Background: an optimization exercise with open tools, aiming at a short achievable clock period and few clock cycles. Do not read the settings as production practice. Function was checked by simulation only, so behaviour that the tests miss may differ from the original. Power is estimated from default activity; no workload was simulated.

==> inputs of v7 <==
==> flow/design.v (excerpt) <==
module image_thresholder (
    input  wire        clk,
    input  wire        rst,           
    input  wire        cmd_valid,
    output wire        cmd_ready,
    input  wire [31:0] cmd_data,
    input  wire [7:0]  rd_idx,
    output reg  [31:0] rd_data,
    output wire        out_valid,
    input  wire        out_ready,
    output wire [7:0]  out_data,
    output wire        out_last
);
clock: 12.0 ns
lec_check: 0
cap_margin: 20
core_margin: 2
core_utilization: 40
slew_margin: 20
setup_slack_margin: 6.5
tns_end_percent: 100
standard.sh (not shown) runs the stock make flow with config.mk's settings and CLKGATE_MAP_FILE= SYNTH_SCRIPT=/design/flow/synth_recipe.tcl, a recipe that flattens the netlist after the stock synthesis.
==> flow/flow/run.sh <==
#!/bin/bash
set -e
MARGIN=6.5
{
  echo "export SETUP_SLACK_MARGIN = $MARGIN"
  echo "export TNS_END_PERCENT = 100"
} >> config.mk
bash standard.sh > standard.log 2>&1
==> v35 (differences from v7) <==
--- a/flow/design.v
+++ b/flow/design.v
@@ -194,29 +194,19 @@
             P_RS:             g_byte = {4'h3, rs_dig};
             default:          g_byte = g_lf ? 8'h0A : g_hex;
         endcase
     end
     wire g_last = (g_phase == P_PAY) && !g_lf && g_nib && ({1'b0, g_addr} == byte_length - 9'd1);
-    always @(*) begin
-        case (rd_idx)
-            8'h00:   rd_data = {24'd0, err, 1'b0, state};
-            8'h01:   rd_data = {8'd0, width};
-            8'h02:   rd_data = {8'd0, height};
-            8'h03:   rd_data = {30'd0, flag_lb, flag_inv};
-            8'h04:   rd_data = {27'd0, name_len};
-            8'h05:   rd_data = {23'd0, row_stride};
-            8'h06:   rd_data = {23'd0, byte_length};
-            8'h07:   rd_data = {21'd0, cur_x};
-            8'h08:   rd_data = {23'd0, cur_y};
-            8'h09:   rd_data = {23'd0, thresh_result};
-            8'h0A:   rd_data = {22'd0, out_count};
-            8'h0B:   rd_data = 32'd0;               
-            8'h0C:   rd_data = BUF_BYTES;
-            8'h0D:   rd_data = NAME_MAX;
-            default: rd_data = 32'd0;
-        endcase
-    end
+    wire [31:0] rd_q;
+    image_thresholder_rdmux u_rdmux (
+        .idx(rd_idx), .state(state), .err(err), .width(width), .height(height),
+        .flag_inv(flag_inv), .flag_lb(flag_lb), .name_len(name_len),
+        .row_stride(row_stride), .byte_length(byte_length), .cur_x(cur_x),
+        .cur_y(cur_y), .thresh_result(thresh_result), .out_count(out_count),
+        .q(rd_q)
+    );
+    always @(*) rd_data = rd_q;
     wire start_go = (start_pend || (cmd_ok && op == OP_START)) && dims_ok;
     always @(posedge clk) begin
         if (rst) begin
             state         <= S_IDLE;
             err           <= 4'd0;
@@ -369,13 +359,10 @@
                             if (y_full) begin
                                 state <= S_ERROR;
                                 err   <= ERR_OVERRUN;
                             end else begin
                                 p1_v     <= 1'b1;
-                                p1_rgb   <= imm;
-                                p1_pos   <= cur_x[2:0];
-                                p1_flush <= (cur_x[2:0] == 3'd7) || x_last;
                                 if (x_last) begin
                                     cur_x  <= 11'd0;
                                     cur_y  <= cur_y + 9'd1;
                                     x_last <= w_is1;
                                     y_full <= y_next_fl;
@@ -383,14 +370,11 @@
                                     cur_x  <= cur_x + 11'd1;
                                     x_last <= x_next_ls;
                                 end
                             end
                         end
-                        OP_THRESH: begin
-                            thr_rgb  <= imm;
-                            thr_busy <= 2'd1;
-                        end
+                        OP_THRESH: thr_busy <= 2'd1;
                         OP_FINISH: begin
                             if (!y_full) begin
                                 state <= S_ERROR;
                                 err   <= ERR_UNDERRUN;
                             end else begin
@@ -445,9 +429,53 @@
     always @(posedge clk) begin
         if (!rst && p2_we)
             buffer[p2_addr] <= gd[p2_addr[7:4]];
     end
     always @(posedge clk) begin
-        if (cmd_ok && (op == OP_NBYTE) && !name_len[4])
+        if (!name_len[4])
             name[name_len[3:0]] <= imm[7:0];
     end
+    always @(posedge clk) begin
+        p1_rgb   <= imm;
+        p1_pos   <= cur_x[2:0];
+        p1_flush <= (cur_x[2:0] == 3'd7) || x_last;
+        if (thr_busy == 2'd0)
+            thr_rgb <= imm;
+    end
+endmodule
+module image_thresholder_rdmux (
+    input  wire [7:0]  idx,
+    input  wire [2:0]  state,
+    input  wire [3:0]  err,
+    input  wire [23:0] width,
+    input  wire [23:0] height,
+    input  wire        flag_inv,
+    input  wire        flag_lb,
+    input  wire [4:0]  name_len,
+    input  wire [8:0]  row_stride,
+    input  wire [8:0]  byte_length,
+    input  wire [10:0] cur_x,
+    input  wire [8:0]  cur_y,
+    input  wire [8:0]  thresh_result,
+    input  wire [9:0]  out_count,
+    output reg  [31:0] q
+);
+    always @(*) begin
+        case (idx)
+            8'h00:   q = {24'd0, err, 1'b0, state};
+            8'h01:   q = {8'd0, width};
+            8'h02:   q = {8'd0, height};
+            8'h03:   q = {30'd0, flag_lb, flag_inv};
+            8'h04:   q = {27'd0, name_len};
+            8'h05:   q = {23'd0, row_stride};
+            8'h06:   q = {23'd0, byte_length};
+            8'h07:   q = {21'd0, cur_x};
+            8'h08:   q = {23'd0, cur_y};
+            8'h09:   q = {23'd0, thresh_result};
+            8'h0A:   q = {22'd0, out_count};
+            8'h0B:   q = 32'd0;               
+            8'h0C:   q = 32'd256;             
+            8'h0D:   q = 32'd16;              
+            default: q = 32'd0;
+        endcase
+    end
 endmodule
- ABC_CLOCK_PERIOD_IN_PS: unset -> 100
- CORE_UTILIZATION: 40 -> 60
- SYNTH_HIERARCHICAL: unset -> 1
==> qor summary <==
Outcome: v35 no timing/DRC/antenna violations; v7 no timing/DRC/antenna violations
Clock buf/inv share: v35 0.0696; v7 0.0751
Cell Int Power: v35 15.7 mW; v7 16.2 mW
Height of the die: v35 438 microns; v7 535 microns
Critical path depth: v35 8; v7 10
Static Leak: v35 41.1 nW; v7 41.4 nW
Cell area after placement: v35 117000 sq um; v7 118000 sq um
Total chip power: v35 19.7 mW; v7 20.4 mW
CP Launch Point: v35 rd_idx[6]; v7 rd_idx[7]
Total of warnings raised by yosys: v35 9; v7 2
Global-route track usage on met3: v35 0.0515; v7 0.0270
Final non-clock buffer share: v35 0.0179; v7 0.0144
Pre-CTS setup slack: v35 4190 ps; v7 3870 ps
Routed met2 length: v35 137000 microns; v7 139000 microns
DPL Wire Length: v35 170000 microns; v7 177000 microns
Number of antenna violations at the first check in global routing: v35 7; v7 10
Source-to-sink clock delay at the later pin of the worst-skew pair: v35 930 ps; v7 870 ps
Seq/Total Area, Yosys: v35 0.706; v7 0.711
Wire length of the first global-routing pass: v35 408000 microns; v7 418000 microns
Tot GR Track Use: v35 0.293; v7 0.198
Testbench counts of v7, summed over its fixed seeds: cycles 107,009.
Testbench counts of v35, summed over its fixed seeds: cycles 107,009.


==> inputs of wip/tundra <==
image_thresholder, a different RTL version from the one above (not shown whole).
export LEC_CHECK = 0
export ABC_CLOCK_PERIOD_IN_PS = 100
export CAP_MARGIN = 20
export CORE_MARGIN = 2
export CORE_UTILIZATION = 55
export SLEW_MARGIN = 20
export SYNTH_HIERARCHICAL = 1
export SETUP_SLACK_MARGIN = 6.5
export TNS_END_PERCENT = 100
create_clock -name core_clock -period 12.0 [get_ports {clk}]
Scripts as last shown in full above: flow/flow/run.sh
==> wip/cedar (differences from wip/tundra) <==
--- a/flow/design.v
+++ b/flow/design.v
@@ -56,11 +56,11 @@
     reg [8:0]  byte_length;      
     reg [10:0] cur_x;            
     reg [8:0]  cur_y;            
     reg [8:0]  thresh_result;
     reg [9:0]  out_count;        
-    reg [8*BUF_BYTES-1:0] buffer;    
+    reg [7:0]  buffer [0:BUF_BYTES-1];
     reg [7:0]  name   [0:NAME_MAX-1];
     wire [7:0]  op    = cmd_data[31:24];
     wire [23:0] imm   = cmd_data[23:0];
     reg op_known;
     reg op_resv_bits;
@@ -154,11 +154,11 @@
     reg [7:0]  s1 [0:15];        
     wire [7:0] rq = s1[rptr[7:4]];
     integer gi;
     always @(posedge clk)
         for (gi = 0; gi < 16; gi = gi + 1)
-            s1[gi] <= buffer[{gi[3:0], rptr[3:0], 3'd0} +: 8];
+            s1[gi] <= buffer[{gi[3:0], rptr[3:0]}];
     reg [1:0]  bl_h, rs_h;
     reg [6:0]  bl_r, rs_r;
     reg [3:0]  bl_t, bl_o, rs_t, rs_o;
     reg [1:0]  bl_nd, rs_nd;
     always @(posedge clk) begin
@@ -665,15 +665,13 @@
     end
     always @(posedge clk) begin
         if (!rst && p1_v && p1_flush)
             gd[wq[7:4]] <= p1_merge;
     end
-    integer bi;
     always @(posedge clk) begin
-        for (bi = 0; bi < BUF_BYTES; bi = bi + 1)
-            if (!rst && p2_we && (p2_addr == bi))
-                buffer[8*bi +: 8] <= gd[bi / 16];
+        if (!rst && p2_we)
+            buffer[p2_addr] <= gd[p2_addr[7:4]];
     end
     always @(posedge clk) begin
         if (!name_len[4])
             name[name_len[3:0]] <= imm[7:0];
     end
--- a/flow/config.mk
+++ b/flow/config.mk
@@ -6,10 +6,10 @@
 export NUM_CORES = 4
 export LEC_CHECK = 0
 export ABC_CLOCK_PERIOD_IN_PS = 100
 export CAP_MARGIN = 20
 export CORE_MARGIN = 2
-export CORE_UTILIZATION = 55
+export CORE_UTILIZATION = 40
 export SLEW_MARGIN = 20
 export SYNTH_HIERARCHICAL = 1
 export SETUP_SLACK_MARGIN = 6.5
 export TNS_END_PERCENT = 100
==> wip/garnet (differences from wip/tundra) <==
--- a/flow/design.v
+++ b/flow/design.v
@@ -56,11 +56,11 @@
     reg [8:0]  byte_length;      
     reg [10:0] cur_x;            
     reg [8:0]  cur_y;            
     reg [8:0]  thresh_result;
     reg [9:0]  out_count;        
-    reg [8*BUF_BYTES-1:0] buffer;    
+    reg [7:0]  buffer [0:BUF_BYTES-1];
     reg [7:0]  name   [0:NAME_MAX-1];
     wire [7:0]  op    = cmd_data[31:24];
     wire [23:0] imm   = cmd_data[23:0];
     reg op_known;
     reg op_resv_bits;
@@ -154,11 +154,11 @@
     reg [7:0]  s1 [0:15];        
     wire [7:0] rq = s1[rptr[7:4]];
     integer gi;
     always @(posedge clk)
         for (gi = 0; gi < 16; gi = gi + 1)
-            s1[gi] <= buffer[{gi[3:0], rptr[3:0], 3'd0} +: 8];
+            s1[gi] <= buffer[{gi[3:0], rptr[3:0]}];
     reg [1:0]  bl_h, rs_h;
     reg [6:0]  bl_r, rs_r;
     reg [3:0]  bl_t, bl_o, rs_t, rs_o;
     reg [1:0]  bl_nd, rs_nd;
     always @(posedge clk) begin
@@ -665,15 +665,13 @@
     end
     always @(posedge clk) begin
         if (!rst && p1_v && p1_flush)
             gd[wq[7:4]] <= p1_merge;
     end
-    integer bi;
     always @(posedge clk) begin
-        for (bi = 0; bi < BUF_BYTES; bi = bi + 1)
-            if (!rst && p2_we && (p2_addr == bi))
-                buffer[8*bi +: 8] <= gd[bi / 16];
+        if (!rst && p2_we)
+            buffer[p2_addr] <= gd[p2_addr[7:4]];
     end
     always @(posedge clk) begin
         if (!name_len[4])
             name[name_len[3:0]] <= imm[7:0];
     end
==> results.txt <==
----------------------------------------------------
[Outcome]
  Outcome ... no timing/DRC/antenna violations

[Die]
  Total number of tap cells ... 3743

[Layout]
  Layout area overhead ... 14.26%
  Number of inserted diodes ... 3
  Total of fill cells in the finished design ... 23700
  Storage cell area ... 80010 µm²
  Non-clock inverter count ... 275

[Critical path]
  Slowest stage delay, CP ... 0.26 ns

[Detailed routing]
  Vias after detailed routing ... 59610

[GRT]
  Number of global-route vias before repair ... 59340

[Power]
  Part of the total power dissipated in sequential elements ... 0.513

[CTS]
  CTS resizes ... 203

----------------------------------------------------
# the run above: wip/cedar

==> results.txt <==
----------------------------------------------------
[Outcome]
  Outcome ... no timing/DRC/antenna violations

[Detailed routing]
  Vias after detailed routing ... 59140

[Critical path]
  Slowest stage delay, CP ... 0.18 ns

[Power]
  Part of the total power dissipated in sequential elements ... 0.522

[Layout]
  Storage cell area ... 80010 µm²
  Layout area overhead ... 12.78%

[Die]
  Total number of tap cells ... 2688

----------------------------------------------------
# the run above: wip/garnet

==> results.txt <==
----------------------------------------------------
[Detailed routing]
  Vias after detailed routing ... 57910

[CTS]
  CTS resizes ... 209

[Layout]
  Non-clock inverter count ... 274
  Number of inserted diodes ... 2
  Total of fill cells in the finished design ... 14370

[Die]
  Total number of tap cells ... 2672

[Outcome]
  Outcome ... no timing/DRC/antenna violations

[Critical path]
  Path type of the worst setup path ... input pin to primary output
  Maximum fanout encountered on the critical timing path ... 4

[Power]
  Part of the total power dissipated in sequential elements ... 0.521

[STA]
  RSZ-0062 raised after global routing ... yes

----------------------------------------------------
# the run above: wip/tundra

Testbench counts of wip/tundra, summed over its fixed seeds: cycles 107,009.
Testbench counts of wip/cedar, summed over its fixed seeds: cycles 107,009.
Testbench counts of wip/garnet, summed over its fixed seeds: cycles 107,009.

separate check: timing with driven ports:
No port has a modelled driver above. Below, the same layouts with a new extraction and two added sets of constraints. Step 1 sets driving cells, clkbuf_16 on the clock port and buf_2 on the other inputs (assumed; they add their load-dependent delay and slew). Step 2 times the ports against the registers' clock, not the clock port: input delays grow and output delays shrink by t, the midpoint of the rising clock arrivals with the driver on. Slacks: no drivers / after step 1 / after step 2; pairs: no drivers / after step 1.
run	shift t [ns]	slack for setup (ns)	worst register clock-pin slew, ns	worst slew at a driven data input, ns
v7	0.920	5.123 / 5.088 / 5.088	0.07 / 0.07	0.11
v35	0.985	5.415 / 5.375 / 5.375	0.07 / 0.07	0.08
wip/tundra	1.014	6.014 / 5.859 / 5.735	0.06 / 0.06	0.17
wip/cedar	0.962	5.975 / 5.852 / 5.646	0.07 / 0.07	0.13
wip/garnet	0.978	5.995 / 5.904 / 5.904	0.07 / 0.07	0.14
After both steps every run listed still meets setup and hold. For wip/cedar, which loses most, drivers alone change the setup slack by -0.123 ns; drivers and shift together by -0.329 ns.
